Background: an optimization exercise with open tools, aiming at small area, a short achievable clock period and few clock cycles. Do not read the settings as production practice.
Function was checked by simulation only, so behaviour that the tests miss may differ from the original.
No activity file was given, so power comes from the tool's default toggle rates.

## quic_walk
module quic_walk (
    input  wire        clk,
    input  wire        rst,
    input  wire        in_valid,
    output wire        in_ready,
    input  wire [31:0] in_data,
    input  wire [2:0]  in_cnt,
    input  wire        in_last,
    output wire        frm_valid,
    output wire [3:0]  frm_kind,
    output wire [7:0]  frm_tag,
    output wire [15:0] frm_off,
    output wire [15:0] frm_len,
    output wire        done_valid,
    output wire [7:0]  done_status,
    output wire [7:0]  done_cause,
    output wire [15:0] done_nfrm,
    output wire [15:0] done_nbytes
);
clock: 8.0 ns
lec_check: 0
abc_area: 1
cap_margin: 20
core_margin: 2
core_utilization: 60
cts_buf_list: sky130_fd_sc_hd__clkbuf_8
place_density: 0.7
setup_slack_margin: 3.5
slew_margin: 20
standard.sh (not shown) runs the stock make flow with config.mk's settings and CLKGATE_MAP_FILE= SYNTH_SCRIPT=/design/flow/synth_recipe.tcl, a recipe that flattens the netlist after the stock synthesis.
==> flow/flow/run.sh <==
#!/bin/bash
# The standard layout (the standard.sh, all steps), with two changes to
# how it is built: the port buffers that buffer_ports inserts are plain
# sky130_fd_sc_hd__buf_1 cells (every input and output port still gets its
# own buffer), and clock tree synthesis adds no dummy loads to its leaves.
# The full output of make and of the DEF export goes to flow_make.log; ORFS
# keeps each step's own log under orfs/logs/.
set -euo pipefail
export BUFFER_PORTS_ARGS="-buffer_cell sky130_fd_sc_hd__buf_1"
export CTS_ARGS="-sink_clustering_enable -repair_clock_nets -buf_list sky130_fd_sc_hd__clkbuf_8 -dont_use_dummy_load"
bash standard.sh > flow_make.log 2>&1
The first run completed with no timing, DRC or antenna violations.
Testbench counts at the start, summed over its fixed seeds: cycles 13,226.
Rerun with:
Settings changed: CORE_UTILIZATION 60 to 65, PLACE_DENSITY 0.7 to 0.75.
- count of clock-buffer cells in the layout does not change
- power climbs by a few percent
- via count grows by a few percent
- die area went down by a little under a tenth
- sequential share of layout area falls by 0.53 points
- design area increases by a few percent
- sequential power goes down slightly
- flip-flop and latch count stays the same
- setup slack improved by 0.070 ns
- core utilization goes up by 7.4 points
- clock skew fell by 0.0083 ns

========
quic_walk, a different RTL version from the one above (not shown whole).
Size in the first run: ~150 flip-flops, about 11,000 µm² of cells after synthesis.
// quic_walk
module quic_walk (
    input  wire        clk,
    input  wire        rst,
    input  wire        in_valid,
    output wire        in_ready,
    input  wire [31:0] in_data,
    input  wire [2:0]  in_cnt,
    input  wire        in_last,
    output wire        frm_valid,
    output wire [3:0]  frm_kind,
    output wire [7:0]  frm_tag,
    output wire [15:0] frm_off,
    output wire [15:0] frm_len,
    output wire        done_valid,
    output wire [7:0]  done_status,
    output wire [7:0]  done_cause,
    output wire [15:0] done_nfrm,
    output wire [15:0] done_nbytes
);
clock: 8.0 ns
lec_check: 0
abc_area: 1
cap_margin: 5
core_margin: 2
core_utilization: 60
cts_buf_list: sky130_fd_sc_hd__clkbuf_8
place_density: 0.7
setup_slack_margin: 3.25
slew_margin: 5
==> flow/flow/run.sh <==
#!/bin/bash
# The standard layout (the standard.sh, all steps), with the port buffers
# that buffer_ports inserts made plain sky130_fd_sc_hd__buf_1 cells: every
# input and output port still gets its own buffer. The full output of make and
# of the DEF export goes to flow_make.log; ORFS keeps each step's own log
# under orfs/logs/.
set -euo pipefail
export BUFFER_PORTS_ARGS="-buffer_cell sky130_fd_sc_hd__buf_1"
bash standard.sh > flow_make.log 2>&1
The starting point finished clean.
Testbench counts at the start, summed over its fixed seeds: cycles 13,226.
Change:
- CAP_MARGIN: 5 -> 20
- SETUP_SLACK_MARGIN: 3.25 -> 3.0
- SLEW_MARGIN: 5 -> 20
Result: Power decreases by about 3%; global-route usage shrinks by 0.25 points; maximum frequency goes down by 4.4%; design area went down by 3.8%; synthesized cell count is unchanged.

========
Setup of old:
RTL: one of the versions met above, not the one the previous note started from.
Size in the first run: ~1600 cells after synthesis.
Settings: LEC_CHECK=0, ABC_AREA=1, CAP_MARGIN=20, CORE_MARGIN=2, CORE_UTILIZATION=60, CTS_BUF_LIST=sky130_fd_sc_hd__clkbuf_8, PLACE_DENSITY=0.7, SETUP_SLACK_MARGIN=3.5, SLEW_MARGIN=20; clock period 8.0 ns.
Scripts as last shown in full above: flow/flow/run.sh
old has completed all stages; timing, DRC and antenna checks passed.
Testbench counts of old, summed over its fixed seeds: cycles 13,226.
Relative to old, the following input files were edited for new:
- CORE_UTILIZATION: 60 -> 65
- PLACE_DENSITY: 0.7 -> 0.8
==> flow/flow/run.sh <==
#!/bin/bash
# The standard layout (the standard.sh, all steps), with two changes to
# how it is built: the port buffers that buffer_ports inserts are plain
# sky130_fd_sc_hd__buf_1 cells (every input and output port still gets its
# own buffer), and clock tree synthesis adds no dummy loads to its leaves.
# The full output of make and of the DEF export goes to flow_make.log; ORFS
# keeps each step's own log under orfs/logs/.
set -euo pipefail
export BUFFER_PORTS_ARGS="-buffer_cell sky130_fd_sc_hd__buf_1"
export CTS_ARGS="-sink_clustering_enable -repair_clock_nets -buf_list sky130_fd_sc_hd__clkbuf_8 -dont_use_dummy_load"
bash standard.sh > flow_make.log 2>&1
==> run notes <==
Sort old and new by sequential portion of the cell area, descending, and new comes first. Comparing old and new, the lower number of non-clock buffers was measured on old. new vs. old: post-CTS setup repair buffer count higher, placed wire-length estimate after detailed placement went up 0.33%, setup slack at placement shows a reduction of 190 ps. As of new, length in cells of the worst reg-to-reg path had risen by more than 10% compared to old. Utilization in new is 5.5 points higher than in old. new vs old — cell area dropped slightly. Count of fill cells added during filler insertion came out lower on new than on old.

[static timing again, ports no longer ideal]
No port has a modelled driver above. Below, the same layouts with a new extraction and two added sets of constraints.
Step 1 (the two cells are an assumption about what drives the block):
set clk [get_ports {clk}]
set_driving_cell -lib_cell sky130_fd_sc_hd__clkbuf_16 $clk
set_driving_cell -lib_cell sky130_fd_sc_hd__buf_2 [delete_from_list [all_inputs] $clk]
Step 2, shift: input delay + t, output delay - t, t = (earliest + latest rising clock arrival at the registers) / 2. This alone moves slack from input paths to output paths.
Slacks: ideal ports / drivers / drivers and shift; pairs: ideal ports / drivers.
| run | shift t [ns] | slack for setup (ns) | worst setup path after step 2 |
|---|---|---|---|
| the first run of note 1 | 0.486 | 3.431 / 3.388 / 3.651 | register to register |
| the second run of note 1 | 0.513 | 3.501 / 3.458 / 3.688 | register to register |
| the first run of note 2 | 0.507 | 3.350 / 3.307 / 3.423 | register to register |
| the second run of note 2 | 0.506 | 3.135 / 3.093 / 3.411 | register to register |
| old | 0.506 | 3.462 / 3.418 / 3.642 | register to register |
| new | 0.491 | 3.421 / 3.378 / 3.599 | register to register |
After both steps setup and hold are still met in every run listed.
